Background: an optimization exercise with open tools, aiming at small area and a short achievable clock period. Do not read the settings as production practice. At most, simulation tests tie the RTL to the original design; equivalence was not proved. Only the layout flow was run in run 1; the RTL was not checked for function there. Power figures rest on the tool's default switching activity, not on a simulated workload.

===== design/flow/flow/run.sh =====
#!/bin/bash
# The standard layout (standard.sh), with three changes to how it is made:
#  * port buffers are the smallest buffer (buf_1) instead of the default pick;
#  * clock tree from clkbuf_8 with sink clusters of up to 15, no dummy loads;
#  * timing repair aims at 14 ns of setup slack, so it speeds up the paths
#    through the ports (the constraints and clock period are unchanged).
# ORFS writes each step's full log under orfs/logs; make's output is in
# flow_standard.log.
set -uo pipefail
bash standard.sh \
  "BUFFER_PORTS_ARGS=-buffer_cell sky130_fd_sc_hd__buf_1" \
  "CTS_ARGS=-sink_clustering_enable -repair_clock_nets -buf_list sky130_fd_sc_hd__clkbuf_8 -sink_clustering_size 15 -sink_clustering_max_diameter 60 -dont_use_dummy_load" \
  SETUP_SLACK_MARGIN=14.3 \
  finish > flow_standard.log 2>&1

===== design/flow/standard.sh =====
#!/bin/bash
# synth_recipe.tcl (not shown) runs the flow's synth.tcl, then flattens the netlist and writes it again
# the make line also repeats each setting of config.mk as NAME=value (left out here)
make -C /OpenROAD-flow-scripts/flow DESIGN_CONFIG=/design/flow/config.mk WORK_HOME=/design/flow/orfs CLKGATE_MAP_FILE= SYNTH_SCRIPT=/design/flow/synth_recipe.tcl "${@:-finish}"

===== design/flow/config.mk =====
export PLATFORM = sky130hd
export DESIGN_NAME = fcb
export DESIGN_NICKNAME = fcb
export VERILOG_FILES = /design/flow/design.v
export SDC_FILE = /design/flow/constraint.sdc
export NUM_CORES = 4
export LEC_CHECK = 0
export CAP_MARGIN = 20
export CORE_MARGIN = 2
export CORE_UTILIZATION = 40
export CTS_BUF_LIST = sky130_fd_sc_hd__clkbuf_8
export CTS_CLUSTER_DIAMETER = 60
export CTS_CLUSTER_SIZE = 15
export SLEW_MARGIN = 20

===== design/flow/constraint.sdc =====
create_clock -name core_clock -period 25.0 [get_ports {clk}]
set_input_delay 5.0000 -clock core_clock [delete_from_list [all_inputs] [get_ports {clk}]]
set_output_delay 5.0000 -clock core_clock [all_outputs]
set_load 0.01 [all_outputs]

===== design/flow/design.v =====
module fcb (
    input              clk,
    input              rst,
    input              rx_valid,
    input      [7:0]   rx_byte,
    output reg         dec_valid,
    output reg [2:0]   dec_evt,
    output     [3:0]   dec_len,
    output reg [87:0]  dec_data,
    output reg [1:0]   s2c_kind,
    output     [1:0]   s2c_host,
    output     [10:0]  s2c_id,
    output     [3:0]   s2c_dlc,
    input      [1:0]   cnt_sel,
    output     [15:0]  cnt_val,
    input              enc_valid,
    input      [3:0]   enc_len,
    input      [87:0]  enc_data,
    output             enc_ready,
    output reg         enc_refused,
    input              can_valid,
    input              can_ext,
    input      [28:0]  can_id,
    input      [3:0]   can_dlc,
    input      [63:0]  can_data,
    input      [31:0]  pt_mask,
    output             can_ready,
    output reg         c2s_valid,
    output reg [1:0]   c2s_res,
    output reg [2:0]   c2s_kind,
    output     [23:0]  c2s_arg,
    output     [3:0]   c2s_opc,
    output     [4:0]   c2s_sid,
    output             tx_valid,
    output reg [7:0]   tx_byte,
    input              tx_ready
);
    localparam CNT_MAX = 16'hFFFF;
    localparam EV_NONE     = 3'd0;
    localparam EV_IDLE     = 3'd1;
    localparam EV_DELIVER  = 3'd2;
    localparam EV_OVERFLOW = 3'd3;
    localparam EV_CHAIN    = 3'd4;
    localparam EV_SUM      = 3'd5;
    localparam EV_SHORT    = 3'd6;
    localparam S2C_CAN  = 2'd0;
    localparam S2C_HOST = 2'd1;
    localparam S2C_DROP = 2'd2;
    localparam C2S_DROP  = 2'd0;
    localparam C2S_LOCAL = 2'd1;
    localparam C2S_NOOP  = 2'd2;
    localparam C2S_FWD   = 2'd3;
    integer i, j, k, q;
    reg        rx_empty;
    reg [3:0]  rx_lm2;
    reg [3:0]  rx_dist;
    reg [7:0]  rx_sum;
    wire rx_zero  = (rx_byte == 8'd0);
    wire rx_data  = rx_valid && !rx_zero;
    wire rx_full  = !rx_empty && rx_lm2 == 4'd11;           
    wire rx_code  = rx_empty || rx_dist == 4'd0;            
    wire [7:0] rx_blk = rx_code ? 8'd0 : rx_byte;           
    wire [3:0] rx_slot = rx_lm2 + 4'd1;                    
    wire rx_short = rx_lm2 == 4'd15 || rx_lm2 <= 4'd2;      
    wire [7:0] p0 = dec_data[7:0];
    wire [7:0] p1 = dec_data[15:8];
    reg [1:0] sp_kind;
    always @* begin
        if (p0 == 8'hFF)
            sp_kind = (p1 == 8'h01 || p1 == 8'h02 || p1 == 8'hFF) ? S2C_HOST : S2C_DROP;
        else if (p0[7:3] == 5'd0 && p0[2:1] == 2'd0 && rx_lm2 <= 4'd10 &&
                 ({p0[0], p1[7:5]} != 4'd0) && ({p0[0], p1[7:5]} <= 4'd4))
            sp_kind = S2C_CAN;
        else
            sp_kind = S2C_DROP;
    end
    assign dec_len  = rx_lm2;
    assign s2c_host = {p1[7], ~p1[0]};
    assign s2c_id   = {p0[2:0], p1};
    assign s2c_dlc  = rx_lm2 - 4'd2;
    always @* s2c_kind = sp_kind;
    function [7:0] add8(input [7:0] x, input [7:0] y);
        reg     c;
        integer t;
        begin
            c = 1'b0;
            for (t = 0; t < 8; t = t + 1) begin
                add8[t] = x[t] ^ y[t] ^ c;
                c = (x[t] & y[t]) | (c & (x[t] ^ y[t]));
            end
        end
    endfunction
    reg [2:0] ev;
    always @* begin
        if (!rx_zero)
            ev = rx_full ? EV_OVERFLOW : EV_NONE;
        else if (rx_empty)
            ev = EV_IDLE;
        else if (rx_dist != 4'd0)
            ev = EV_CHAIN;
        else if (rx_sum != 8'd0)
            ev = EV_SUM;
        else if (rx_short)
            ev = EV_SHORT;
        else
            ev = EV_DELIVER;
    end
    always @(posedge clk) begin
        if (rst) begin
            rx_empty  <= 1'b1;
            dec_valid <= 1'b0;
        end else begin
            dec_valid <= rx_valid;
            if (rx_valid) begin
                if (!rx_data || rx_full)
                    rx_empty <= 1'b1;
                else
                    rx_empty <= 1'b0;
            end
        end
    end
    always @(posedge clk) begin
        dec_evt <= ev;
        if (rx_data && !rx_full) begin
            rx_lm2  <= rx_empty ? 4'd15 : rx_lm2 + 4'd1;
            rx_dist <= !rx_code ? rx_dist - 4'd1 :
                       (rx_byte[7:4] != 4'd0) ? 4'd15 : rx_byte[3:0] - 4'd1;
            rx_sum  <= add8(rx_empty ? 8'd0 : rx_sum, rx_blk);
            for (j = 0; j < 11; j = j + 1)
                if (!rx_empty && rx_slot == j)
                    dec_data[8*j +: 8] <= rx_blk;
        end
    end
    reg         enc_busy;
    assign enc_ready = !enc_busy;
    assign can_ready = !enc_busy && !enc_valid;
    assign tx_valid  = enc_busy;
    wire can_take = can_valid && can_ready;
    wire enc_take = enc_valid && enc_ready;
    wire [4:0] ext_tag = can_id[28:24];
    wire [3:0] std_opc = can_id[8:5];
    wire [4:0] std_sid = can_id[4:0];
    reg [1:0] cr_res;
    reg [2:0] cr_kind;
    always @* begin
        cr_res  = C2S_DROP;
        cr_kind = 3'd0;
        if (can_ext) begin
            cr_res = C2S_LOCAL;
            case (ext_tag)
                5'h1F: cr_kind = 3'd0;
                5'h1E: cr_kind = 3'd1;
                5'h1D: cr_kind = 3'd2;
                5'h1C: cr_kind = 3'd3;
                5'h1B: cr_kind = 3'd4;
                5'h00: cr_kind = 3'd5;
                5'h01: cr_kind = 3'd6;
                default: cr_res = C2S_DROP;
            endcase
        end else if (can_id[10:9] != 2'd0 || std_opc == 4'd0 || std_opc > 4'd4) begin
            cr_res = C2S_DROP;
        end else if (!pt_mask[std_sid] || std_sid == 5'd0) begin
            cr_res = C2S_NOOP;
        end else begin
            cr_res = C2S_FWD;
        end
    end
    always @(posedge clk) begin
        if (rst)
            c2s_valid <= 1'b0;
        else
            c2s_valid <= can_take;
        c2s_res  <= cr_res;
        c2s_kind <= cr_kind;
    end
    reg [15:0] cnt_overflow;
    reg [15:0] cnt_checksum;
    reg [15:0] cnt_short;
    reg [15:0] cnt_unknown;
    wire inc_overflow = rx_valid && ev == EV_OVERFLOW;
    wire inc_checksum = rx_valid && (ev == EV_CHAIN || ev == EV_SUM);
    wire inc_short    = rx_valid && ev == EV_SHORT;
    wire unk_dec      = rx_valid && ev == EV_DELIVER && sp_kind == S2C_DROP;
    wire unk_can      = can_take && cr_res == C2S_DROP;
    function [15:0] sat_inc(input [15:0] v, input en);
        reg     c;
        integer t;
        begin
            c = en && v != CNT_MAX;
            for (t = 0; t < 16; t = t + 1) begin
                sat_inc[t] = v[t] ^ c;
                c = c & v[t];
            end
        end
    endfunction
    reg  [15:0] unk_next;
    reg         unk_c;
    integer     ub;
    always @* begin
        unk_next[0] = cnt_unknown[0] ^ unk_dec ^ unk_can;
        unk_c = (cnt_unknown[0] & (unk_dec ^ unk_can)) | (unk_dec & unk_can);
        for (ub = 1; ub < 16; ub = ub + 1) begin
            unk_next[ub] = cnt_unknown[ub] ^ unk_c;
            unk_c = unk_c & cnt_unknown[ub];
        end
        unk_next = unk_next | {16{unk_c}};
    end
    always @(posedge clk) begin
        if (rst) begin
            cnt_overflow <= 16'd0;
            cnt_checksum <= 16'd0;
            cnt_short    <= 16'd0;
            cnt_unknown  <= 16'd0;
        end else begin
            cnt_overflow <= sat_inc(cnt_overflow, inc_overflow);
            cnt_checksum <= sat_inc(cnt_checksum, inc_checksum);
            cnt_short    <= sat_inc(cnt_short, inc_short);
            cnt_unknown  <= unk_next;
        end
    end
    assign cnt_val = (cnt_sel == 2'd0) ? cnt_overflow :
                     (cnt_sel == 2'd1) ? cnt_checksum :
                     (cnt_sel == 2'd2) ? cnt_short    : cnt_unknown;
    wire [3:0] src_len = enc_valid ? enc_len : can_dlc + 4'd2;
    reg  [10:0] m_enc;         
    reg  [10:0] m_can;         
    reg  [87:0] can_pl;        
    reg  [87:0] src;
    always @* begin
        for (i = 0; i < 11; i = i + 1) begin
            m_enc[i] = enc_valid && (enc_len > i);
            m_can[i] = !enc_valid && ({1'b0, can_dlc} + 5'd2 > i);
        end
        m_can[2] = !enc_valid && (can_ext || can_dlc != 4'd0);
        can_pl = {8'd0, can_data, can_id[7:0], can_ext ? can_id[15:11] : 5'd0, can_id[10:8]};
        if (can_ext)
            can_pl[23:16] = can_id[23:16];
        for (i = 0; i < 11; i = i + 1)
            src[8*i +: 8] = ({8{m_enc[i]}} & enc_data[8*i +: 8]) |
                            ({8{m_can[i]}} & can_pl[8*i +: 8]);
    end
    reg [7:0] src_sum;
    always @* begin
        src_sum = 8'd0;
        for (i = 0; i < 11; i = i + 1)
            src_sum = src_sum + src[8*i +: 8];
    end
    reg [7:0] pay [0:10];
    reg [7:0] e_psum;          
    reg       e_first;         
    reg [3:0] e_k;             
    assign c2s_arg = {pay[2], pay[0], pay[1]};
    assign c2s_opc = {pay[0][0], pay[1][7:5]};
    assign c2s_sid = pay[1][4:0];
    wire start_frame = (enc_take && enc_len <= 4'd11) ||
                       (can_take && cr_res == C2S_FWD);
    wire [7:0] e_x    = (e_k == 4'd0) ? 8'd0 - e_psum : pay[0];
    wire       e_code = e_first || e_x == 8'd0;
    wire       e_csz  = e_psum == 8'd0;
    reg [3:0]  e_dist;
    reg [11:0] e_hit;
    always @* begin
        e_dist  = e_k + 4'd1 + {3'd0, e_first};
        for (k = 11; k >= 0; k = k - 1) begin
            e_hit[k] = (k == e_k) && e_csz;
            if (k < 11 && k < e_k && pay[k] == 8'd0)
                e_hit[k] = 1'b1;
            if ((k > 0 || e_first) && e_hit[k])
                e_dist = k + {3'd0, e_first};
        end
    end
    always @* begin
        if (e_k == 4'd15)
            tx_byte = 8'd0;
        else if (e_code)
            tx_byte = {4'd0, e_dist};
        else
            tx_byte = e_x;
    end
    always @(posedge clk) begin
        if (rst) begin
            enc_busy    <= 1'b0;
            enc_refused <= 1'b0;
        end else begin
            enc_refused <= enc_take && enc_len > 4'd11;
            if (!enc_busy)
                enc_busy <= start_frame;
            else if (tx_ready && !e_first && e_k == 4'd15)
                enc_busy <= 1'b0;
        end
    end
    always @(posedge clk) begin
        if (!enc_busy) begin
            for (q = 0; q < 11; q = q + 1)
                pay[q] <= src[8*q +: 8];
            e_psum  <= src_sum;
            e_first <= 1'b1;
            e_k     <= src_len;
        end else if (tx_ready) begin
            e_first <= 1'b0;
            if (!e_first) begin
                e_k <= e_k - 4'd1;
                for (q = 0; q < 10; q = q + 1)
                    pay[q] <= pay[q+1];
            end
        end
    end
endmodule

==> summary.txt, run 1 <==
Final Util ~47%; Slew @ Worst Pin 1.123 ns; # DRC 0; Post-Syn Area per Cell 12.24 µm²; Setup WS pre-CTS 13.28 ns; cell area after synthesis 15850 µm²; final setup violation count 0; chip height approximately 200 µm; leakage power total a little over 7 nW; largest net degree at the start of global routing 85; CP Capture Type primary output; hold crit path type reg -> reg; Post-Place Cells 2169; setup_tns 0 ns; PwrDens roughly 76 nW/µm²; endpoints failing hold 0; status timing/DRC/antenna clean; Area Overhead vs Synth 15.56%; EDFF count, synth slightly above 200; area leader, netlist edfxtp_1; CTS Sinks 282; Final Slew Violations 0; Final nets 2077; routed len/inst between 20 and 25 µm; Max-Cap Viols 0; Worst-path clk slew 0.08 ns; Vias roughly 12000; # port buffers between 400 and 500; Fmax between 90 and 100 MHz; grt ovf 0; share of cells above drive strength 1 9.210%; Die X 203.1 µm; Distinct cells, synth 78; CP cell instances buf_8, buf_12, mux4_2, buf_6; number of global-route vias before repair 11558; Post-CTS Repair Setup Buffers 0; CTS H-Tree Depth 1; CTS tree done; minimum clock period around 11 ns; initial antenna violation count 0; startpoint types primary input; kind of critical path in -> out; fillcell total 3682; worst-path maximum fanout 8; Hold-fix buffers, CTS 0; synth top area cells edfxtp_1, dfxtp_1, fa_1; die area 41240 µm²; Commonest cells post-synth edfxtp_1, nor2_1, ha_1; Synth Warn # 2; flip-flop and latch count after synthesis 282; ys async rst share 0%; slowest CP cell mux4_2; clock latency on the worst-skew pair slightly above 0.6 ns; Rel. slew slack between 20 and 30%; Synth Flop Type edfxtp_1; ANT cells 0; PnR worst setup slack 14.10 ns; total core area 38920 µm²; via density per instance ~5.4; row count 72; Total Wirelength roughly 48000 µm; CTS Root Cell clkbuf_8; Final ANT Viol Nets 0; 1st-iter DRT viols 654; first-pass GRT wire length 69700 µm; WHS ~0.5 ns; starting density of the core 40.74%; I/O pins 420; register area share after synthesis 48.49%; Final HPWL DP 38470 µm; drt pass-1 iters 5; Num CTS Buffers 31; Mapped Cells 1295; Mapped Nets 1687; Non-Filler Instances 2201; top-count cell post-synth edfxtp_1; RSZ-0062 raised after global routing yes; Peak VDD IR 56.17 µV; Post-Route Skew 0.04933 ns; CP Data Required Time 20.00 ns; CP arrival between 5 and 6 ns; GRT Overall Usage 22.71%; CTS max path bufs 3; gpl congestion between 0.9 and 1; Critical Path Max Stage Delay 0.52 ns; fin crit share a little over two fifths; Synth top area share 38.64%
[cell usage in the layout (no fill, tap or decap), types with 25 or more instances in the layout]
| cell | instances |
|---|---|
| a21oi_1 | 69 |
| a22o_1 | 33 |
| a22oi_1 | 34 |
| buf_1 | 398 |
| clkbuf_8 | 31 |
| dfxtp_1 | 78 |
| edfxtp_1 | 204 |
| fa_1 | 64 |
| ha_1 | 90 |
| inv_1 | 82 |
| mux2_2 | 40 |
| mux4_2 | 25 |
| nand2_1 | 40 |
| nor2_1 | 108 |
| nor2b_1 | 59 |
| xnor2_1 | 31 |
[cell families (layout without fill, tap and decap cells)]
family,count (synthesis),count (layout),share of synthesized area (%)
buf+inv,153,541,4.230
flops,282,282,48.49
xor+xnor,46,46,2.628
mux,82,82,7.466
compound gates,221,221,9.952
fa+ha+maj,154,154,15.18
simple gates,357,357,12.05
[stage by stage]
stage                     instance area [µm²]  power (mW)
final                                   18320       1.400
after global routing                    18320       1.495
after CTS                               18290       1.417
after detailed placement                17780       1.150
after global placement                  17780       1.137
after floorplan                         15900      0.9948
[critical path: cells and delay by family]
kind     cells  cell delay, ns
buf+inv      3            0.36
mux          1            0.52
[sequential cells by signal, summed over array words and instances, names as in the netlist, 2 cells and up]
| register | cells |
|---|---|
| e_psum | 8 |
| cnt_checksum | 16 |
| c2s_res | 2 |
| dec_data | 88 |
| pay | 88 |
| e_k | 4 |
| rx_lm2 | 4 |
| c2s_kind | 3 |
| dec_evt | 3 |
| rx_dist | 4 |
| cnt_overflow | 16 |
| cnt_unknown | 16 |
| rx_sum | 8 |
| cnt_short | 16 |
[area by class of cell]
type	count	area [µm²]	share of cell area (%)
Inverter	84	317.8	1.735
Tap cell	518	648.1	3.538
Clock buffer	31	426.7	2.329
Sequential cell	282	7687	41.96
Timing Repair Buffer	426	1709	9.329
Multi-Input combinational cell	860	7531	41.11
[where the power goes]
group          total (mW)  leakage, nW  switching (mW)  internal [mW]
combinational       0.539         4.33           0.301          0.238
sequential          0.601         2.67          0.0344          0.566
clock               0.261        0.223           0.152          0.109
total                1.40         7.23           0.487          0.913
[worst paths after layout]
path | startpoint | to | slack [ns] | cells after the start
setup / recovery | cnt_sel[0] | cnt_val[12] | 14.10 | 4
hold / removal | cnt_unknown[15]$_SDFF_PP0_ | cnt_unknown[15]$_SDFF_PP0_ | 0.50 | 2
setup reg to reg | dec_data[10]$_DFFE_PP_ | cnt_unknown[5]$_SDFF_PP0_ | 19.57 | 25
hold reg to reg | cnt_unknown[15]$_SDFF_PP0_ | cnt_unknown[15]$_SDFF_PP0_ | 0.50 | 2
[routing by layer]
layer / track usage [%] / vias up / wire [µm]
li1: - / 5494 / -
met1: 28.70 / 5821 / 19890
met2: 39.42 / 403 / 23970
met3: 3.981 / 66 / 2907
met4: 7.508 / 0 / 1421
met5: 0 / - / 0
[repair_timing]
action / 4_1_cts / 5_1_grt
endpoints found under the setup margin: 19 / 17
cloned: 1 / 0
gates resized for setup: 19 / 16
pin swaps: 0 / 1
==> inputs of run 2 (changes only) <==
--- a/design/flow/design.v
+++ b/design/flow/design.v
@@ -80,15 +80,4 @@
     assign s2c_dlc  = rx_lm2 - 4'd2;
     always @* s2c_kind = sp_kind;
-    function [7:0] add8(input [7:0] x, input [7:0] y);
-        reg     c;
-        integer t;
-        begin
-            c = 1'b0;
-            for (t = 0; t < 8; t = t + 1) begin
-                add8[t] = x[t] ^ y[t] ^ c;
-                c = (x[t] & y[t]) | (c & (x[t] ^ y[t]));
-            end
-        end
-    endfunction
     reg [2:0] ev;
     always @* begin
@@ -126,5 +115,5 @@
             rx_dist <= !rx_code ? rx_dist - 4'd1 :
                        (rx_byte[7:4] != 4'd0) ? 4'd15 : rx_byte[3:0] - 4'd1;
-            rx_sum  <= add8(rx_empty ? 8'd0 : rx_sum, rx_blk);
+            rx_sum  <= (rx_empty ? 8'd0 : rx_sum) + rx_blk;
             for (j = 0; j < 11; j = j + 1)
                 if (!rx_empty && rx_slot == j)
--- a/design/flow/flow/run.sh
+++ b/design/flow/flow/run.sh
@@ -11,4 +11,4 @@
   "BUFFER_PORTS_ARGS=-buffer_cell sky130_fd_sc_hd__buf_1" \
   "CTS_ARGS=-sink_clustering_enable -repair_clock_nets -buf_list sky130_fd_sc_hd__clkbuf_8 -sink_clustering_size 15 -sink_clustering_max_diameter 60 -dont_use_dummy_load" \
-  SETUP_SLACK_MARGIN=14.3 \
+  SETUP_SLACK_MARGIN=14 \
   finish > flow_standard.log 2>&1
==> summary.txt, run 2 <==
Final Slew Violations 0; grt ovf 0; Post-Place Cells 2221; GR peak layer met2; 1st-iter DRT viols 674; CP arrival 5.98 ns; Distinct cells, synth 81; Critical Path Max Stage Delay between 0.5 and 0.6 ns; GRT Overall Usage 22.03%; startpoint types primary input; # DRC 0; biggest regs dec_data: 88 flops, pay: 88 flops; multi-input logic area between 7000 and 8000 µm²; via density per instance 5.327; Crit path depth 4; synth top area cells edfxtp_1, dfxtp_1, ha_1; first-pass GRT wire length between 60000 and 70000 µm; PwrDens 75.93 nW/µm²; CP Capture Type primary output; starting density of the core 40.57%; Buf/Inv on CP 3; leakage power total 7.298 nW; Vias 12038; dpl cell area roughly 18000 µm²; Register Area 7687 µm²; top-count cell post-synth edfxtp_1; CP Data Required Time ~20 ns; minimum clock period 10.98 ns; Mapped Nets around 1700; most common cell after layout, fill and taps aside buf_1; commonest non-fill, non-tap cells in the layout buf_1, edfxtp_1, nor2_1; Synth Flop Type edfxtp_1; # port buffers 418; Total Wirelength roughly 47000 µm; CTS Sinks 282; Fmax 91.05 MHz; ys async rst share 0%; cell area after synthesis 16120 µm²; Post-Syn Area per Cell ~12 µm²; fillcell total 3711; endpoints failing hold 0; Area Overhead vs Synth 16.11%; critical path capture point cnt_val[3]; kind of critical path in -> out; Commonest cells post-synth edfxtp_1, nor2_1, inv_1; CTS H-Tree Depth 1; flip-flop and latch count after synthesis 282; chip height between 200 and 250 µm; Final ANT Viol Nets 0; hold crit path type reg -> reg; Rel. slew slack 37.82%; Final nets 2130; largest net degree at the start of global routing 85; row count 73; CTS Root Cell clkbuf_8; Worst-path clk slew 0.10 ns; routed len/inst 20.62 µm; Die X 204.8 µm; register area share after synthesis between 40% and 50%; final setup violation count 0; Synth top area share 38.00%; setup_tns 0 ns; CTS max path bufs 3; area leader, netlist edfxtp_1; fin crit share 43.93%; Slew @ Worst Pin 0.9277 ns; slowest CP cell mux4_2; Mapped Cells 1341; Synth Warn # 2; EDFF count, synth 204; Final HPWL DP between 30000 and 40000 µm; CP top delay family multiplexers; worst r2r src dec_data[10]$_DFFE_PP_; GRT met3 Usage under 10%; Peak VDD IR 89.07 µV; Non-Filler Instances 2260; number of global-route vias before repair 12083; worst reg-to-reg setup slack a little under 20 ns; R2R depth 25; Num CTS Buffers 27; status timing/DRC/antenna clean; drt pass-1 iters 5; share of cells above drive strength 1 around a tenth; CP cell instances buf_4, buf_12, mux4_2, buf_1; Max-Cap Viols 0; worst-path maximum fanout 8; Hold-fix buffers, CTS 0; I/O pins 420; die area 41920 µm²; total core area 39730 µm²; met2 Usage GRT 39.68%; ANT cells 0; clock latency on the worst-skew pair 0.61 ns; RSZ-0062 raised after global routing no; gpl congestion 0.9096; initial antenna violation count 0; start point of the critical path cnt_sel[0]; CTS tree done; Post-Route Skew 0.08253 ns; global routing met1 resource utilization 26.87%; final instance area 18720 µm²; Reg-to-Reg End cnt_unknown[0]$_SDFF_PP0_
-- run 2: cell count changes in the layout (fill, tap and decap cells not counted), sizes merged, moves of 6 or more --
cell | before | now
buf | 411 | 437
a21boi | 0 | 6
nand2 | 42 | 34
o21bai | 1 | 8
a22o | 33 | 39
o31ai | 0 | 7
clkbuf | 46 | 30
inv | 83 | 96
ha | 90 | 96
-- run 2: layout make-up --
cell class	instances	share of cell area, %
Timing Repair Buffer	440	9.720
Multi-Input combinational cell	889	41.73
Clock buffer	27	1.985
Inverter	97	1.979
Tap cell	525	3.510
Sequential cell	282	41.07
-- run 2: per-stage QoR --
stage,hold WS [ns],power (mW),util [%],worst slack [ns]
after detailed placement,0.4803,1.173,45.42,12.53
after CTS,0.4965,1.421,46.68,13.97
after global placement,0.4778,1.168,45.42,12.58
final,0.5008,1.421,47.11,14.02
after floorplan,0.4432,1.028,-,14.02
after global routing,0.5369,1.533,47.11,14.00
-- run 2: cell families (layout without fill, tap and decap cells) --
| group | after synthesis | after routing | share of synthesized area [%] |
|---|---|---|---|
| and+or+nand+nor | 358 | 358 | 11.78 |
| adders and majority gates | 155 | 155 | 14.78 |
| DFF | 282 | 282 | 47.69 |
| muxes | 83 | 83 | 7.436 |
| AOI/OAI and AO/OA | 248 | 248 | 10.92 |
| buffers and inverters | 170 | 564 | 4.696 |
| xor gates and xnor gates | 45 | 45 | 2.701 |
-- run 2: per-layer routing --
metal	wire length, µm	vias to the layer above	share of wire, %
met1	18790	5810	40
met2	23690	457	51
li1	-	5690	-
met3	2584	81	5.5
met4	1538	0	3.3
met5	0	-	0
-- run 2: worst reg2reg max path: stages, from the launching register on --
cell      delay [ns]
edfxtp_1        0.44
nor4_1          0.39
nand3b_1        0.12
a21oi_1         0.16
a41oi_1         0.06
nor3_1          0.32
a41oi_1         0.14
and4_1          0.31
fa_1            0.40
ha_1            0.19
ha_1            0.18
ha_1            0.18
ha_1            0.18
ha_1            0.18
ha_1            0.19
ha_1            0.18
ha_1            0.19
ha_1            0.18
ha_1            0.20
ha_1            0.19
ha_1            0.18
ha_1            0.18
ha_1            0.18
and2_1          0.33
nor2_1          0.17
nor2_1          0.05
-- run 2: worst min path at each step --
stage                                          start                         end  slack, ns  depth (start not counted)
after floorplan           cnt_unknown[15]$_SDFF_PP0_  cnt_unknown[15]$_SDFF_PP0_       0.44                          2
after global placement    cnt_unknown[15]$_SDFF_PP0_  cnt_unknown[15]$_SDFF_PP0_       0.48                          2
after detailed placement  cnt_unknown[15]$_SDFF_PP0_  cnt_unknown[15]$_SDFF_PP0_       0.48                          2
after CTS                 cnt_unknown[15]$_SDFF_PP0_  cnt_unknown[15]$_SDFF_PP0_       0.50                          2
after global routing      cnt_unknown[15]$_SDFF_PP0_  cnt_unknown[15]$_SDFF_PP0_       0.54                          2
final                     cnt_unknown[15]$_SDFF_PP0_  cnt_unknown[15]$_SDFF_PP0_       0.50                          2
-- run 2: power by group --
part	internal, mW	total, mW	switching (mW)
Sequential	0.566	0.601	0.0352
Combinational	0.273	0.578	0.305
Clock	0.0958	0.242	0.146
-- run 2: repair_timing --
item | CTS | global route
resized for setup | 20 | 19
endpoints found under the setup margin | 18 | 2
buffers inserted | 3 | 7
pin swaps | 1 | 4
cloned | 1 | 0
==> inputs of run 3 (changes only) <==
--- a/design/flow/design.v
+++ b/design/flow/design.v
@@ -80,4 +80,15 @@
     assign s2c_dlc  = rx_lm2 - 4'd2;
     always @* s2c_kind = sp_kind;
+    function [7:0] add8(input [7:0] x, input [7:0] y);
+        reg     c;
+        integer t;
+        begin
+            c = 1'b0;
+            for (t = 0; t < 8; t = t + 1) begin
+                add8[t] = x[t] ^ y[t] ^ c;
+                c = (x[t] & y[t]) | (c & (x[t] ^ y[t]));
+            end
+        end
+    endfunction
     reg [2:0] ev;
     always @* begin
@@ -115,5 +126,5 @@
             rx_dist <= !rx_code ? rx_dist - 4'd1 :
                        (rx_byte[7:4] != 4'd0) ? 4'd15 : rx_byte[3:0] - 4'd1;
-            rx_sum  <= (rx_empty ? 8'd0 : rx_sum) + rx_blk;
+            rx_sum  <= add8(rx_empty ? 8'd0 : rx_sum, rx_blk);
             for (j = 0; j < 11; j = j + 1)
                 if (!rx_empty && rx_slot == j)
@@ -229,12 +240,12 @@
                             ({8{m_can[i]}} & can_pl[8*i +: 8]);
     end
-    reg [7:0] src_sum;
+    reg [7:0] src_csum;
     always @* begin
-        src_sum = 8'd0;
+        src_csum = 8'd11;
         for (i = 0; i < 11; i = i + 1)
-            src_sum = src_sum + src[8*i +: 8];
+            src_csum = src_csum + ~src[8*i +: 8];
     end
     reg [7:0] pay [0:10];
-    reg [7:0] e_psum;          
+    reg [7:0] e_csum;          
     reg       e_first;         
     reg [3:0] e_k;             
@@ -244,7 +255,7 @@
     wire start_frame = (enc_take && enc_len <= 4'd11) ||
                        (can_take && cr_res == C2S_FWD);
-    wire [7:0] e_x    = (e_k == 4'd0) ? 8'd0 - e_psum : pay[0];
+    wire [7:0] e_x    = (e_k == 4'd0) ? e_csum : pay[0];
     wire       e_code = e_first || e_x == 8'd0;
-    wire       e_csz  = e_psum == 8'd0;
+    wire       e_csz  = e_csum == 8'd0;
     reg [3:0]  e_dist;
     reg [11:0] e_hit;
@@ -283,5 +294,5 @@
             for (q = 0; q < 11; q = q + 1)
                 pay[q] <= src[8*q +: 8];
-            e_psum  <= src_sum;
+            e_csum  <= src_csum;
             e_first <= 1'b1;
             e_k     <= src_len;
--- a/design/flow/flow/run.sh
+++ b/design/flow/flow/run.sh
@@ -10,5 +10,5 @@
 bash standard.sh \
   "BUFFER_PORTS_ARGS=-buffer_cell sky130_fd_sc_hd__buf_1" \
-  "CTS_ARGS=-sink_clustering_enable -repair_clock_nets -buf_list sky130_fd_sc_hd__clkbuf_8 -sink_clustering_size 15 -sink_clustering_max_diameter 60 -dont_use_dummy_load" \
-  SETUP_SLACK_MARGIN=14 \
+  "CTS_ARGS=-sink_clustering_enable -repair_clock_nets -buf_list sky130_fd_sc_hd__clkbuf_16 -sink_clustering_size 30 -sink_clustering_max_diameter 80 -dont_use_dummy_load" \
+  SETUP_SLACK_MARGIN=14.3 \
   finish > flow_standard.log 2>&1
==> summary.txt, run 3 <==
status timing/DRC/antenna clean; leakage power total around 7.4 nW; largest net degree at the start of global routing 92; RSZ-0062 raised after global routing yes; Area Overhead vs Synth 16.80%; share of cells above drive strength 1 10.90%; CTS Root Cell clkbuf_16; EDFF count, synth 204; biggest regs dec_data: 88 flops, pay: 88 flops; Rel. slew slack 30.97%; register area share after synthesis 47.87%; Mapped Nets 1690; gpl congestion 0.9259; total core area 39640 µm²; CTS max path bufs 3; Total Wirelength 46260 µm; critical path capture point cnt_val[8]; first-pass GRT wire length 68270 µm; Commonest cells post-synth edfxtp_1, nor2_1, inv_1; Hold-fix buffers, CTS 0; hold crit path type reg -> reg; chip height 204.4 µm; Setup WS pre-CTS 13.40 ns; final setup violation count 0; Worst-path clk slew 0.09 ns; GRT Overall Usage 21.67%; via density per instance 5.355; fillcell total 3715; starting density of the core 40.51%; setup_tns 0 ns; CP Data Required Time 20.00 ns; CP arrival 5.91 ns; routed len/inst roughly 21 µm; Distinct cells, synth 78; dpl cell area about 18000 µm²; final instance area 18760 µm²; drt pass-1 iters 6; number of global-route vias before repair between 10000 and 15000; Final Slew Violations 0; Synth top area share 38.15%; ANT cells 0; most common cell after layout, fill and taps aside buf_1; Register Area 7687 µm²; CTS tree done; worst-path maximum fanout 8; R2R depth 25; Reg-to-Reg End cnt_unknown[8]$_SDFF_PP0_; Synth Flop Type edfxtp_1; Post-Place Cells 2175; top-count cell post-synth edfxtp_1; Post-Route Skew slightly below 0.05 ns; worst reg-to-reg setup slack 19.61 ns; die area 41760 µm²; Synth Warn # 2; Peak VDD IR 95.98 µV; endpoints failing hold 0; Final Util 47.31%; kind of critical path in -> out; WHS 0.5096 ns; synth top area cells edfxtp_1, dfxtp_1, fa_1; minimum clock period 10.91 ns; CP Capture Type primary output; PwrDens 82.08 nW/µm²; Mapped Cells 1293; Die X 204.4 µm; ys async rst share 0%; Fmax 91.64 MHz; PnR worst setup slack 14.09 ns; worst r2r src dec_data[10]$_DFFE_PP_; fin crit share 43.65%; Num CTS Buffers 18; row count 73; grt ovf 0; Post-Syn Area per Cell between 10 and 15 µm²; cell area after synthesis 16060 µm²; Non-Filler Instances 2204; WHS Path Cells 2; I/O pins 420; flip-flop and latch count after synthesis around 280; # port buffers 418; Max-Cap Viols 0; area leader, netlist edfxtp_1; commonest non-fill, non-tap cells in the layout buf_1, edfxtp_1, nor2_1; Slew @ Worst Pin roughly 1.0 ns; Final nets around 2100; initial antenna violation count 0; Final ANT Viol Nets 0; Final Power approximately 1.5 mW; multi-input logic area slightly below 8000 µm²; Final HPWL DP 36960 µm; clock latency on the worst-skew pair 0.52 ns; # DRC 0; Vias 11803; 1st-iter DRT viols 973; startpoint types primary input; CTS Sinks 282; CTS H-Tree Depth 1; start point of the critical path cnt_sel[0]
[run 3: cell count changes after synthesis, sizes merged, moves of 6 or more]
| cell | delta |
|---|---|
| buf | +9 |
| nand2 | -6 |
| mux2 | +13 |
| a21oi | -16 |
| o21bai | -6 |
| nor4 | -6 |
| a22o | +14 |
| clkbuf | -10 |
| a22oi | -9 |
[run 3: kinds of logic after synthesis]
kind of cell    after synthesis  synth area share [%]
buf+inv                     168                 4.683
fa+ha+maj                   159                 15.33
mux                         101                 8.688
xor+xnor                     40                 2.439
compound gates              207                 9.794
simple gates                336                 11.19
flops                       282                 47.87
[run 3: area by class of cell]
class	count	area share, %
Timing Repair Buffer	439	9.913
Multi-Input combinational cell	843	41.24
Inverter	97	1.955
Tap cell	525	3.502
Clock buffer	18	2.402
Sequential cell	282	40.99
[run 3: what timing repair did]
item | in CTS | in global routing
pin swaps | 4 | 2
setup buffers | 1 | 8
cloned | 1 | 1
endpoints found under the setup margin | 18 | 17
gates resized for setup | 38 | 26
[run 3: per-layer routing]
layer  part of all wire [%]  vias to the layer above  track usage (%)
li1                       -                     5487                -
met1                     43                     5757            29.42
met2                     48                      492            36.82
met3                    5.8                       67            2.471
met4                    2.6                        0            5.797
met5                      0                        -                0
[run 3: worst min path at each step]
stage / startpoint / to / slack, ns
2_1_floorplan: cnt_unknown[15]$_SDFF_PP0_ / cnt_unknown[15]$_SDFF_PP0_ / 0.44
6_report: cnt_unknown[15]$_SDFF_PP0_ / cnt_unknown[15]$_SDFF_PP0_ / 0.51
5_1_grt: cnt_unknown[15]$_SDFF_PP0_ / cnt_unknown[15]$_SDFF_PP0_ / 0.52
4_1_cts: cnt_unknown[15]$_SDFF_PP0_ / cnt_unknown[15]$_SDFF_PP0_ / 0.51
3_3_place_gp: cnt_unknown[15]$_SDFF_PP0_ / cnt_unknown[15]$_SDFF_PP0_ / 0.47
3_5_place_dp: cnt_unknown[15]$_SDFF_PP0_ / cnt_unknown[15]$_SDFF_PP0_ / 0.49
[run 3: power breakdown]
| part | switching (mW) | internal (mW) |
|---|---|---|
| clock network | 0.148 | 0.128 |
| logic | 0.343 | 0.313 |
| registers | 0.0328 | 0.574 |
| total | 0.524 | 1.02 |
[run 3: worst max-delay path, stage by stage]
cell and delay [ns]:
buf_12 0.09, buf_12 0.13, mux4_2 0.54, buf_6 0.14
==> inputs of run 4 (changes only) <==
--- a/design/flow/flow/run.sh
+++ b/design/flow/flow/run.sh
@@ -10,5 +10,5 @@
 bash standard.sh \
   "BUFFER_PORTS_ARGS=-buffer_cell sky130_fd_sc_hd__buf_1" \
-  "CTS_ARGS=-sink_clustering_enable -repair_clock_nets -buf_list sky130_fd_sc_hd__clkbuf_16 -sink_clustering_size 30 -sink_clustering_max_diameter 80 -dont_use_dummy_load" \
+  "CTS_ARGS=-sink_clustering_enable -repair_clock_nets -buf_list sky130_fd_sc_hd__clkbuf_8 -sink_clustering_size 20 -sink_clustering_max_diameter 60 -dont_use_dummy_load" \
   SETUP_SLACK_MARGIN=14.3 \
   finish > flow_standard.log 2>&1
==> summary.txt, run 4 <==
critical path capture point cnt_val[8]; CTS max path bufs 3; routed len/inst 20.96 µm; Total Wirelength 46350 µm; Final Slew Violations 0; first-pass GRT wire length 68390 µm; Max-Cap Viols 0; startpoint types primary input; chip height 204.4 µm; Post-Route Skew approximately 0.042 ns; Area Overhead vs Synth 15.89%; total core area around 40000 µm²; clock latency on the worst-skew pair 0.58 ns; Fmax around 90 MHz; initial antenna violation count 0; Final nets roughly 2100; Synth Warn # 2; Reg-to-Reg End cnt_unknown[8]$_SDFF_PP0_; minimum clock period 10.91 ns; CP Data Required Time 20.00 ns; Synth Area in Adders 15.33%; Distinct cells, synth 78; RSZ-0062 raised after global routing yes; top-count cell post-synth edfxtp_1; commonest non-fill, non-tap cells in the layout buf_1, edfxtp_1, nor2_1; simple-gate portion of the synthesized area ~11%; worst r2r src dec_data[12]$_DFFE_PP_; CTS H-Tree Depth 1; hold crit path type reg -> reg; mux contribution to synthesized area between 8 and 9%; synth top area cells edfxtp_1, dfxtp_1, fa_1; Final ANT Viol Nets 0; CTS Root Cell clkbuf_8; die area 41760 µm²; final setup violation count 0; start point of the critical path cnt_sel[0]; R2R depth 25; Final HPWL DP 36960 µm; EDFF count, synth 204; drt pass-1 iters 5; status timing/DRC/antenna clean; fin crit share 43.64%; Non-Filler Instances 2211; Vias 11746; PwrDens 80.42 nW/µm²; gpl congestion a little over 0.9; flip-flop and latch count after synthesis between 200 and 300; register area share after synthesis 47.87%; Synth Area in Compound Gates 9.794%; cell area after synthesis ~16000 µm²; dpl cell area ~18000 µm²; kind of critical path in -> out; # port buffers 418; WHS 0.4991 ns; Setup WS pre-CTS 13.40 ns; row count 73; Mapped Nets 1690; Final Power ~1.5 mW; biggest regs dec_data: 88 flops, pay: 88 flops; endpoints failing hold 0; Rel. slew slack 30.27%; CP arrival 5.91 ns; Slew @ Worst Pin 1.046 ns; post-synthesis xor/xnor area fraction 2.439%; worst-path maximum fanout 8; Worst-path clk slew around 0.07 ns; Synth top area share between 30% and 40%; most common cell after layout, fill and taps aside buf_1; leakage power total 7.379 nW; ys async rst share 0%; Post-Place Cells roughly 2200; ANT cells 0; CTS tree done; Num CTS Buffers 27; area leader, netlist edfxtp_1; Hold-fix buffers, CTS 0; worst reg-to-reg setup slack 19.60 ns; CTS Sinks 282; I/O pins 420; Synth Flop Type edfxtp_1; Commonest cells post-synth edfxtp_1, nor2_1, inv_1; via density per instance 5.313; setup_tns 0 ns; largest family of logic cells by synthesized area adder cells; largest net degree at the start of global routing 92; share of cells above drive strength 1 10.74%; CP Capture Type primary output; final instance area around 19000 µm²; Die X 204.4 µm; starting density of the core 40.51%; PnR worst setup slack around 14 ns; GRT Overall Usage 21.76%; Post-Syn Area per Cell 12.42 µm²; Peak VDD IR 109.6 µV; # DRC 0; Final Util 46.95%; Mapped Cells 1293; grt ovf 0; 1st-iter DRT viols 846; number of global-route vias before repair between 10000 and 15000
-- run 4: cells by family (layout without fill, tap and decap cells) --
family / after synthesis / count (layout)
buffers and inverters: 168 / 561
AOI/OAI and AO/OA: 207 / 207
adders and majority gates: 159 / 159
DFF: 282 / 282
xor gates and xnor gates: 40 / 40
muxes: 101 / 101
and+or+nand+nor: 336 / 336
-- run 4: layout make-up --
type | instances | area, µm²
well taps | 525 | 656.9
multi-input cells | 843 | 7685
repair buffers | 437 | 1843
fillers | 3734 | 21030
inverters | 97 | 366.6
flip-flops and latches | 282 | 7687
clock buffers | 27 | 371.6
-- run 4: worst min-delay path by stage --
stage / from / endpoint / slack (ns) / cells after the start
6_report: cnt_unknown[15]$_SDFF_PP0_ / cnt_unknown[15]$_SDFF_PP0_ / 0.50 / 2
5_1_grt: cnt_unknown[15]$_SDFF_PP0_ / cnt_unknown[15]$_SDFF_PP0_ / 0.51 / 2
4_1_cts: cnt_unknown[15]$_SDFF_PP0_ / cnt_unknown[15]$_SDFF_PP0_ / 0.50 / 2
3_5_place_dp: cnt_unknown[15]$_SDFF_PP0_ / cnt_unknown[15]$_SDFF_PP0_ / 0.49 / 2
3_3_place_gp: cnt_unknown[15]$_SDFF_PP0_ / cnt_unknown[15]$_SDFF_PP0_ / 0.47 / 2
2_1_floorplan: cnt_unknown[15]$_SDFF_PP0_ / cnt_unknown[15]$_SDFF_PP0_ / 0.44 / 2
-- run 4: timing repair --
action / CTS / global route
pin swaps: 4 / 0
cloned: 1 / 1
endpoints found under the hold margin: 0 / 0
setup endpoints to repair: 18 / 17
resized for setup: 34 / 19
buffers inserted: 0 / 7
-- run 4: routing by layer --
| layer | track usage (%) | share of wire (%) | up-vias |
|---|---|---|---|
| li1 | - | - | 5498 |
| met1 | 29.37 | 44 | 5737 |
| met2 | 36.88 | 48 | 443 |
| met3 | 2.679 | 5.6 | 68 |
| met4 | 6.108 | 2.6 | 0 |
| met5 | 0 | 0 | - |
-- run 4: power by group --
group | internal, mW | leakage [nW] | switching (mW)
Clock | 0.0957 | 0.194 | 0.146
Sequential | 0.574 | 2.67 | 0.0330
Combinational | 0.308 | 4.51 | 0.339
-- run 4: critical path, cell delays in order --
cell and delay (ns):
buf_12 0.09, buf_12 0.13, mux4_2 0.54, buf_6 0.14
==> inputs of run 5 (changes only) <==
==> design/flow/flow/run.sh (replaced) <==
#!/bin/bash
# The standard layout (standard.sh) with these changes to how it is made:
#  * after the standard synthesis, the logic between the flip-flops is mapped
#    again by ABC for area (flow/reabc.ys, flow/area.abc); the flip-flops,
#    their names and cells are kept as the standard synthesis made them;
#  * port buffers are the smallest buffer (buf_1);
#  * clock tree from clkbuf_8 with sink clusters of up to 15, no dummy loads;
#  * timing repair aims at 14.3 ns of setup slack, so that it speeds up the
#    paths through the ports (the constraints and clock period are unchanged).
# Logs: flow_synth.log, reabc.log, flow_standard.log here, and ORFS's own
# per-step logs under orfs/logs.
set -uo pipefail
W=$PWD
RES=$W/orfs/results/sky130hd/fcb/base
LIB=$FLOW_HOME/platforms/sky130hd/lib/sky130_fd_sc_hd__tt_025C_1v80.lib
OPTS=("BUFFER_PORTS_ARGS=-buffer_cell sky130_fd_sc_hd__buf_1"
      "CTS_ARGS=-sink_clustering_enable -repair_clock_nets -buf_list sky130_fd_sc_hd__clkbuf_8 -sink_clustering_size 15 -sink_clustering_max_diameter 60 -dont_use_dummy_load"
      "SETUP_SLACK_MARGIN=14.3")
bash standard.sh "${OPTS[@]}" $RES/1_2_yosys.v > flow_synth.log 2>&1
cp $RES/1_2_yosys.v $W/1_2_yosys_standard.v
sed -e "s#@LIB@#$LIB#g" -e "s#@IN@#$W/1_2_yosys_standard.v#" -e "s#@OUT@#$W/1_2_yosys_reabc.v#" \
    -e "s#@ABC@#$W/flow/area.abc#" flow/reabc.ys > reabc_run.ys
if yosys -s reabc_run.ys > reabc.log 2>&1 && [ -s $W/1_2_yosys_reabc.v ]; then
  cp $W/1_2_yosys_reabc.v $RES/1_2_yosys.v
fi
bash standard.sh "${OPTS[@]}" finish > flow_standard.log 2>&1
==> design/flow/flow/area.abc (new file) <==
strash
&get -n
&fraig -x
&st
&dc2
&dch -f
&nf -R 1000 -a -p
&put
==> design/flow/flow/reabc.ys (new file) <==
# Area re-mapping of the standard synthesis netlist: the flip-flops are kept
# as they are (same instances, names and cells); the logic between them is
# mapped again by ABC with an area-oriented script (flow/area.abc).
read_liberty -ignore_miss_func @LIB@
read_verilog @IN@
hierarchy -top fcb
setattr -mod -set blackbox 1 sky130_fd_sc_hd__*df* sky130_fd_sc_hd__*dl* sky130_fd_sc_hd__*sdf*
flatten
rename -hide w:*.*
opt_clean -purge
abc -liberty @LIB@ -dont_use sky130_fd_sc_hd__lpflow_bleeder_1 -dont_use sky130_fd_sc_hd__lpflow_clkbufkapwr_1 -dont_use sky130_fd_sc_hd__lpflow_clkbufkapwr_16 -dont_use sky130_fd_sc_hd__lpflow_clkbufkapwr_2 -dont_use sky130_fd_sc_hd__lpflow_clkbufkapwr_4 -dont_use sky130_fd_sc_hd__lpflow_clkbufkapwr_8 -dont_use sky130_fd_sc_hd__lpflow_clkinvkapwr_1 -dont_use sky130_fd_sc_hd__lpflow_clkinvkapwr_16 -dont_use sky130_fd_sc_hd__lpflow_clkinvkapwr_2 -dont_use sky130_fd_sc_hd__lpflow_clkinvkapwr_4 -dont_use sky130_fd_sc_hd__lpflow_clkinvkapwr_8 -dont_use sky130_fd_sc_hd__lpflow_decapkapwr_12 -dont_use sky130_fd_sc_hd__lpflow_decapkapwr_3 -dont_use sky130_fd_sc_hd__lpflow_decapkapwr_4 -dont_use sky130_fd_sc_hd__lpflow_decapkapwr_6 -dont_use sky130_fd_sc_hd__lpflow_decapkapwr_8 -dont_use sky130_fd_sc_hd__lpflow_inputiso0n_1 -dont_use sky130_fd_sc_hd__lpflow_inputiso0p_1 -dont_use sky130_fd_sc_hd__lpflow_inputiso1n_1 -dont_use sky130_fd_sc_hd__lpflow_inputiso1p_1 -dont_use sky130_fd_sc_hd__lpflow_inputisolatch_1 -dont_use sky130_fd_sc_hd__lpflow_isobufsrc_1 -dont_use sky130_fd_sc_hd__lpflow_isobufsrc_16 -dont_use sky130_fd_sc_hd__lpflow_isobufsrc_2 -dont_use sky130_fd_sc_hd__lpflow_isobufsrc_4 -dont_use sky130_fd_sc_hd__lpflow_isobufsrc_8 -dont_use sky130_fd_sc_hd__lpflow_isobufsrckapwr_16 -dont_use sky130_fd_sc_hd__lpflow_lsbuf_lh_hl_isowell_tap_1 -dont_use sky130_fd_sc_hd__lpflow_lsbuf_lh_hl_isowell_tap_2 -dont_use sky130_fd_sc_hd__lpflow_lsbuf_lh_hl_isowell_tap_4 -dont_use sky130_fd_sc_hd__lpflow_lsbuf_lh_isowell_4 -dont_use sky130_fd_sc_hd__lpflow_lsbuf_lh_isowell_tap_1 -dont_use sky130_fd_sc_hd__lpflow_lsbuf_lh_isowell_tap_2 -dont_use sky130_fd_sc_hd__lpflow_lsbuf_lh_isowell_tap_4 -dont_use sky130_fd_sc_hd__probe_p_8 -dont_use sky130_fd_sc_hd__probec_p_8  -script @ABC@
opt_clean -purge
hilomap -singleton -hicell sky130_fd_sc_hd__conb_1 HI -locell sky130_fd_sc_hd__conb_1 LO
insbuf -buf sky130_fd_sc_hd__buf_1 A X
rename -enumerate -pattern reabc_% w:$* c:$*
opt_clean -purge
tee -o reabc_stat.log stat -liberty @LIB@
write_verilog -noattr -nohex -nodec -noexpr @OUT@
==> summary.txt, run 5 <==
Fmax about 93 MHz; Mapped Cells 1489; row count 71; Total Wirelength 46570 µm; largest net degree at the start of global routing approximately 90; kind of critical path in -> out; Synth Warn # 2; fin crit share 43.20%; Post-Route Skew 0.07601 ns; share of cells above drive strength 1 4.969%; Num CTS Buffers 30; Post-Syn Area per Cell roughly 10 µm²; gpl congestion 0.9039; Final nets about 2200; Peak VDD IR 69.36 µV; number of global-route vias before repair 12147; drt pass-1 iters 5; Vias 13159; Final Slew Violations 0; most common cell after layout, fill and taps aside buf_1; # DRC 0; CTS Root Cell clkbuf_8; Area Overhead vs Synth 18.75%; minimum clock period 10.80 ns; startpoint types primary input; Final HPWL DP 36410 µm; 1st-iter DRT viols 854; leakage power total 6.013 nW; final setup violation count 0; starting density of the core 40.25%; CTS H-Tree Depth 1; CP arrival 5.80 ns; chip height 198.0 µm; Worst-path clk slew around 0.060 ns; endpoints failing hold 0; Max-Cap Viols 0; CP Capture Type primary output; biggest regs dec_data: 88 flops, pay: 88 flops; CP cell instances buf_16, mux4_2, buf_6; cell area after synthesis 15050 µm²; hold crit path type reg -> reg; slowest CP cell mux4_2; Rel. slew slack a little under a third; CP Data Required Time roughly 20 ns; RSZ-0062 raised after global routing yes; dpl cell area 17280 µm²; PwrDens 75.58 nW/µm²; initial antenna violation count 0; Mapped Nets 1727; clock latency on the worst-skew pair 0.62 ns; status timing/DRC/antenna clean; die area 39200 µm²; GRT Overall Usage 23.04%; setup_tns 0 ns; grt ovf 0; CTS tree done; total core area between 30000 and 40000 µm²; fillcell total 3583; commonest non-fill, non-tap cells in the layout buf_1, edfxtp_1, nand2_1; Final ANT Viol Nets 0; Final Util 47.80%; via density per instance ~5.4; # port buffers 418; Die X 198.0 µm; ANT cells 0; final instance area 17880 µm²; worst-path maximum fanout 8; I/O pins 420; CTS Sinks 282; Critical Path Max Stage Delay 0.54 ns; CTS max path bufs 3; Slew @ Worst Pin approximately 1.0 ns; first-pass GRT wire length just under 70000 µm; routed len/inst 19.06 µm
## run 5: per-layer routing
layer	up-vias	routed length (µm)	track usage [%]
li1	6381	-	-
met1	6236	20000	30.32
met2	473	22730	40.32
met3	69	2793	2.657
met4	0	1043	5.987
met5	-	0	0
## run 5: worst paths after layout
kind                                start                         to  slack (ns)  cells past startpoint
setup / recovery               cnt_sel[0]                 cnt_val[7]       14.20                      3
hold / removal    cnt_short[6]$_SDFF_PP0_    cnt_short[6]$_SDFF_PP0_        0.51                      1
setup reg to reg  rx_lm2[1]$_SDFFCE_PP1P_  cnt_unknown[8]$_SDFF_PP0_       20.38                     17
hold reg to reg   cnt_short[6]$_SDFF_PP0_    cnt_short[6]$_SDFF_PP0_        0.51                      1
## run 5: final cells by class
class                           instances  area (µm²)  share of cell area (%)
Tap cell                              511       639.4                   3.577
Multi-Input combinational cell       1162        7222                   40.40
Inverter                               22       82.58                  0.4620
Timing Repair Buffer                  436        1828                   10.23
Sequential cell                       282        7691                   43.03
Clock buffer                           30       412.9                   2.310
## run 5: what timing repair did
item,in CTS,in global routing
setup endpoints to repair,17,18
resized for setup,27,15
pin swaps,1,0
cloned,1,0
hold buffers,0,0
setup buffers,4,0
## run 5: power by group
part           switching (mW)  leakage [nW]  internal (mW)
clock                   0.151         0.216          0.106
sequential             0.0297          2.64          0.563
combinational           0.283          3.16          0.218
## run 5: through the flow
| stage | setup WS [ns] | hold WS (ns) | instances | total power [mW] |
|---|---|---|---|---|
| 2_1_floorplan | 14.49 | 0.4535 | 1489 | 0.9787 |
| 3_3_place_gp | 13.34 | 0.4863 | 2407 | 1.097 |
| 3_5_place_dp | 13.33 | 0.4900 | 2407 | 1.103 |
| 4_1_cts | 14.18 | 0.5087 | 2442 | 1.362 |
| 5_1_grt | 14.18 | 0.5275 | 2443 | 1.437 |
| 6_report | 14.20 | 0.5096 | 2443 | 1.351 |
## run 5: critical path: cells and delay by family
kind / cells / cell delay (ns)
buffers and inverters: 2 / 0.25
multiplexers: 1 / 0.54
==> inputs of run 6 (changes only) <==
--- a/design/flow/design.v
+++ b/design/flow/design.v
@@ -263,7 +263,8 @@
         e_dist  = e_k + 4'd1 + {3'd0, e_first};
         for (k = 11; k >= 0; k = k - 1) begin
-            e_hit[k] = (k == e_k) && e_csz;
-            if (k < 11 && k < e_k && pay[k] == 8'd0)
-                e_hit[k] = 1'b1;
+            if (k == e_k)
+                e_hit[k] = e_csz;
+            else
+                e_hit[k] = (k > 10) || (pay[k > 10 ? 0 : k] == 8'd0);
             if ((k > 0 || e_first) && e_hit[k])
                 e_dist = k + {3'd0, e_first};
@@ -303,4 +304,5 @@
                 for (q = 0; q < 10; q = q + 1)
                     pay[q] <= pay[q+1];
+                pay[10] <= 8'd0;
             end
         end
==> design/flow/flow/area.abc (replaced) <==
strash
&get -n
&fraig -x
&st
&deepsyn -T 120
&dch -f
&nf -R 1000 -a -p -E 2
&put
==> summary.txt, run 6 <==
final instance area 17570 µm²; CTS max path bufs 3; commonest non-fill, non-tap cells in the layout buf_1, edfxtp_1, nand2_1; die area approximately 38000 µm²; Final HPWL DP 38120 µm; # DRC 0; biggest regs dec_data: 88 flops, pay: 88 flops; clock latency on the worst-skew pair 0.60 ns; CTS Root Cell clkbuf_8; fillcell total 3461; routed len/inst 21.28 µm; Worst-path clk slew 0.09 ns; status timing/DRC/antenna clean; # port buffers about 420; Area Overhead vs Synth 19.71%; Fmax between 90 and 100 MHz; initial antenna violation count 0; gpl congestion 0.9041; CP arrival 5.79 ns; total core area 36350 µm²; minimum clock period 10.79 ns; drt pass-1 iters 8; CP Data Required Time 20.00 ns; via density per instance 5.720; Mapped Cells 1425; setup_tns 0 ns; fin crit share 43.16%; most common cell after layout, fill and taps aside buf_1; Post-Syn Area per Cell 10.30 µm²; row count 70; final setup violation count 0; I/O pins 420; hold crit path type reg -> reg; ANT cells 0; Vias 13362; Final Util 48.33%; Num CTS Buffers 28; worst-path maximum fanout 7; CTS H-Tree Depth 1; endpoints failing hold 0; cell area after synthesis around 15000 µm²; largest net degree at the start of global routing 119; CTS tree done; starting density of the core 40.38%; Hold-fix buffers, CTS 0; CP Capture Type primary output; first-pass GRT wire length 72550 µm; Die X 195.5 µm; kind of critical path in -> out; chip height 195.5 µm; Synth Warn # 2; share of cells above drive strength 1 ~5.4%; PwrDens 82.10 nW/µm²; CTS Sinks 282; Max-Cap Viols 0; Mapped Nets 1663; startpoint types primary input; GRT Overall Usage 24.77%; leakage power total ~5.8 nW; dpl cell area 16870 µm²; Final ANT Viol Nets 0; number of global-route vias before repair between 10000 and 15000; Slew @ Worst Pin about 0.95 ns; RSZ-0062 raised after global routing yes; Final Slew Violations 0; 1st-iter DRT viols approximately 1100; Peak VDD IR 102.4 µV; Final nets roughly 2100; grt ovf 0; Post-Route Skew 0.08352 ns; Rel. slew slack 36.62%; Total Wirelength 49700 µm
## run 6: metal layers
layer / wire length, µm / global-route usage, % / vias up / part of all wire, %
met5: 0 / 0 / - / 0
met4: 1028 / 5.739 / 0 / 2.1
met3: 3949 / 3.575 / 66 / 7.9
met2: 22810 / 40.37 / 632 / 46
met1: 21910 / 34.95 / 6412 / 44
li1: - / - / 6252 / -
## run 6: cell type report
| type | instances | area (µm²) | area share [%] |
|---|---|---|---|
| Clock buffer | 28 | 385.4 | 2.194 |
| Tap cell | 468 | 585.6 | 3.333 |
| Sequential cell | 282 | 7691 | 43.78 |
| Timing Repair Buffer | 435 | 1780 | 10.13 |
| Inverter | 15 | 60.06 | 0.3419 |
| Multi-Input combinational cell | 1108 | 7066 | 40.22 |
## run 6: per-stage QoR
| step | hold WS [ns] | setup WS, ns | instances | power [mW] |
|---|---|---|---|---|
| after floorplan | 0.4382 | 14.36 | 1425 | 1.057 |
| after global placement | 0.4633 | 13.68 | 2301 | 1.184 |
| after detailed placement | 0.4840 | 13.65 | 2301 | 1.190 |
| after CTS | 0.4978 | 14.23 | 2335 | 1.443 |
| after global routing | 0.5231 | 14.19 | 2336 | 1.528 |
| final | 0.4942 | 14.21 | 2336 | 1.442 |
## run 6: worst max-delay path: stages
cell,delay (ns)
buf_12,0.11
or2_4,0.29
o22ai_1,0.18
nor2_1,0.06
buf_2,0.14
## run 6: path summary, 6_finish.rpt
kind                                 to  cells after the start  slack, ns                        from
min reg2reg  cnt_unknown[15]$_SDFF_PP0_                      2       0.49  cnt_unknown[15]$_SDFF_PP0_
max                         cnt_val[12]                      5      14.21                  cnt_sel[1]
max reg2reg   cnt_unknown[0]$_SDFF_PP0_                     15      20.13        rx_dist[3]$_DFFE_PP_
min          cnt_unknown[15]$_SDFF_PP0_                      2       0.49  cnt_unknown[15]$_SDFF_PP0_
## run 6: timing repair
action	CTS	global route
pin swaps	19	6
hold endpoints to repair	0	0
setup endpoints to repair	17	18
gates cloned	4	0
setup buffers	2	0
gates resized for setup	51	11
## run 6: power by group
part	internal [mW]	switching, mW	leakage [nW]
Combinational	0.272	0.323	2.97
Clock	0.0992	0.147	0.201
Sequential	0.571	0.0302	2.63
==> inputs of run 7 (changes only) <==
--- a/design/flow/flow/run.sh
+++ b/design/flow/flow/run.sh
@@ -15,5 +15,5 @@
 LIB=$FLOW_HOME/platforms/sky130hd/lib/sky130_fd_sc_hd__tt_025C_1v80.lib
 OPTS=("BUFFER_PORTS_ARGS=-buffer_cell sky130_fd_sc_hd__buf_1"
-      "CTS_ARGS=-sink_clustering_enable -repair_clock_nets -buf_list sky130_fd_sc_hd__clkbuf_8 -sink_clustering_size 15 -sink_clustering_max_diameter 60 -dont_use_dummy_load"
+      "CTS_ARGS=-sink_clustering_enable -repair_clock_nets -buf_list sky130_fd_sc_hd__clkbuf_4 -sink_clustering_size 10 -sink_clustering_max_diameter 40 -dont_use_dummy_load"
       "SETUP_SLACK_MARGIN=14.3")
 bash standard.sh "${OPTS[@]}" $RES/1_2_yosys.v > flow_synth.log 2>&1
==> summary.txt, run 7 <==
kind of critical path in -> out; Mapped Cells 1425; Worst-path clk slew roughly 0.080 ns; cell area after synthesis 14680 µm²; Total Wirelength just under 50000 µm; largest net degree at the start of global routing 119; # DRC 0; GRT met3 Usage 4.197%; initial antenna violation count 1; Buf/Inv on CP 2; CP cell instances buf_12, or2_4, o22ai_1, nor2_1, clkbuf_2; Max-Cap Viols 0; first-pass GRT wire length 72480 µm; I/O pins 420; PwrDens 81.45 nW/µm²; Peak VDD IR 99.79 µV; minimum clock period 10.78 ns; CP top delay family simple AND/OR/NAND/NOR gates; Switching Share 35.28%; starting density of the core around two fifths; total core area 36350 µm²; via density per instance approximately 5.7; slowest CP cell or2_4; Clk pwr share 16.0%; die area approximately 38000 µm²; Slew @ Worst Pin roughly 0.94 ns; Post-Place Cells 2301; share of cells above drive strength 1 roughly 5.4%; worst-path maximum fanout 7; Mapped Nets 1663; Comb power frac 41.7%; GR peak layer met2; hold crit path type reg -> reg; Critical Path Max Stage Delay 0.30 ns; Fmax 92.75 MHz; global routing met1 resource utilization 34.77%; clock latency on the worst-skew pair 0.72 ns; 1st-iter DRT viols 1126; CTS max path bufs 3; CP arrival 5.78 ns; fin crit share 43.13%; Rel. slew slack 37.25%; chip height 195.5 µm; Hold-fix buffers, CTS 0; CTS Root Cell clkbuf_4; Final nets approximately 2100; # port buffers 418; Net Sw Power 500.8 µW; WHS 0.4896 ns; row count 70; GRT Overall Usage around a quarter; final setup violation count 0; leakage power total 5.775 nW; setup_tns 0 ns; Non-Filler Instances 2350; number of global-route vias before repair 12276; CTS Sinks 282; CTS H-Tree Depth 2; RSZ-0062 raised after global routing yes; Area Overhead vs Synth 18.77%; Vias 13374; Post-Route Skew between 0.08 and 0.09 ns; startpoint types primary input; sequential power share 42.4%; Final HPWL DP 38120 µm; endpoints failing hold 0; biggest regs dec_data: 88 flops, pay: 88 flops; Final ANT Viol Nets 0; most common cell after layout, fill and taps aside buf_1; Final Slew Violations 0; Synth Warn # 2; grt ovf 0; Final Util 47.95%; Num CTS Buffers 42; Post-Syn Area per Cell ~10 µm²; Int Power 918.8 µW; met2 Usage GRT roughly two fifths; Post-CTS Repair Setup Buffers 0; gpl congestion between 0.9 and 1; CP Capture Type primary output; status timing/DRC/antenna clean; CP Data Required Time 20.00 ns; commonest non-fill, non-tap cells in the layout buf_1, edfxtp_1, nand2_1; CTS tree done; drt pass-1 iters 8; routed len/inst 21.11 µm; Die X 195.5 µm
## run 7: final timing paths
path                            slack (ns)  cells past startpoint                        from                    endpoint
worst max-delay path                 14.22                      5                  cnt_sel[0]                 cnt_val[12]
worst min-delay path                  0.49                      2  cnt_unknown[15]$_SDFF_PP0_  cnt_unknown[15]$_SDFF_PP0_
worst max register to register       20.05                     15        rx_dist[3]$_DFFE_PP_  cnt_unknown[13]$_SDFF_PP0_
worst min register to register        0.49                      2  cnt_unknown[15]$_SDFF_PP0_  cnt_unknown[15]$_SDFF_PP0_
## run 7: stage by stage
step	worst slack [ns]	total power [mW]	cell area, µm²
floorplan	14.36	1.057	14680
global placement	13.68	1.184	16850
detailed placement	13.65	1.190	16870
CTS	14.24	1.424	17350
global route	14.20	1.507	17430
finish	14.22	1.420	17430
## run 7: repair_timing
| item | 4_1_cts | 5_1_grt |
|---|---|---|
| endpoints found under the hold margin | 0 | 0 |
| resized for setup | 32 | 11 |
| cloned | 4 | 1 |
| setup endpoints to repair | 17 | 17 |
| pin swaps | 4 | 1 |
## run 7: area by class of cell
cell class / count / area [µm²]
tap: 468 / 585.6
timing repair buffer: 434 / 1778
inverter: 15 / 60.06
fill: 3486 / 18920
sequential: 282 / 7691
antenna: 1 / 2.502
clock buffer: 42 / 315.3
multi-input combinational: 1108 / 6997
## run 7: power by group through the flow
stage / registers (mW) / clock network [mW] / logic, mW
2_1_floorplan: 0.606 / 0 / 0.451
3_3_place_gp: 0.610 / 0 / 0.574
3_5_place_dp: 0.611 / 0 / 0.579
4_1_cts: 0.601 / 0.235 / 0.588
5_1_grt: 0.605 / 0.250 / 0.652
6_report: 0.601 / 0.227 / 0.591
## run 7: worst min-delay path: cells and delay by family (launching register included)
kind	cells	cell delay (ns)
AO/OA/AOI/OAI	1	0.05
buffers and inverters	1	0.05
flip-flops	1	0.35
## run 7: routing by layer
metal	up-vias	part of all wire, %	routed length (µm)
li1	6307	-	-
met1	6364	44	22070
met2	629	45	22510
met3	74	7.7	3843
met4	0	2.4	1183
met5	-	0	0

-- afterwards: timing with drivers on the ports --
Ports are ideal in the flow. The routed layouts listed here were re-timed in OpenROAD.
Step 1: set_driving_cell puts a clkbuf_16 on clk and a buf_2 on each other input, an assumption about the parent block.
Step 2 moves the port delays by t, midway between the first and last clock arrival at a register: inputs arrive t later, outputs are due t later. That takes back most of the time a late clock gives input paths.
Three values: ideal, step 1, step 2; two values: the first two.
run	t, ns	setup WS [ns]	clock arrival spread, ns	pins driven straight from the clock port
run 1	0.643	14.102 / 14.045 / 13.766	0.055 / 0.055	1
run 2	0.617	14.017 / 13.993 / 13.577	0.083 / 0.082	1
run 3	0.547	14.088 / 14.019 / 13.754	0.064 / 0.064	1
run 4	0.617	14.091 / 14.023 / 13.627	0.066 / 0.065	1
run 5	0.623	14.200 / 14.006 / 13.977	0.109 / 0.109	1
run 6	0.614	14.210 / 14.101 / 14.010	0.084 / 0.084	1
run 7	0.724	14.219 / 14.101 / 14.022	0.091 / 0.090	1
After both steps every run listed still meets setup and hold. The setup slack of run 4, which loses most, moves by -0.068 ns with the drivers and by -0.464 ns with both steps.
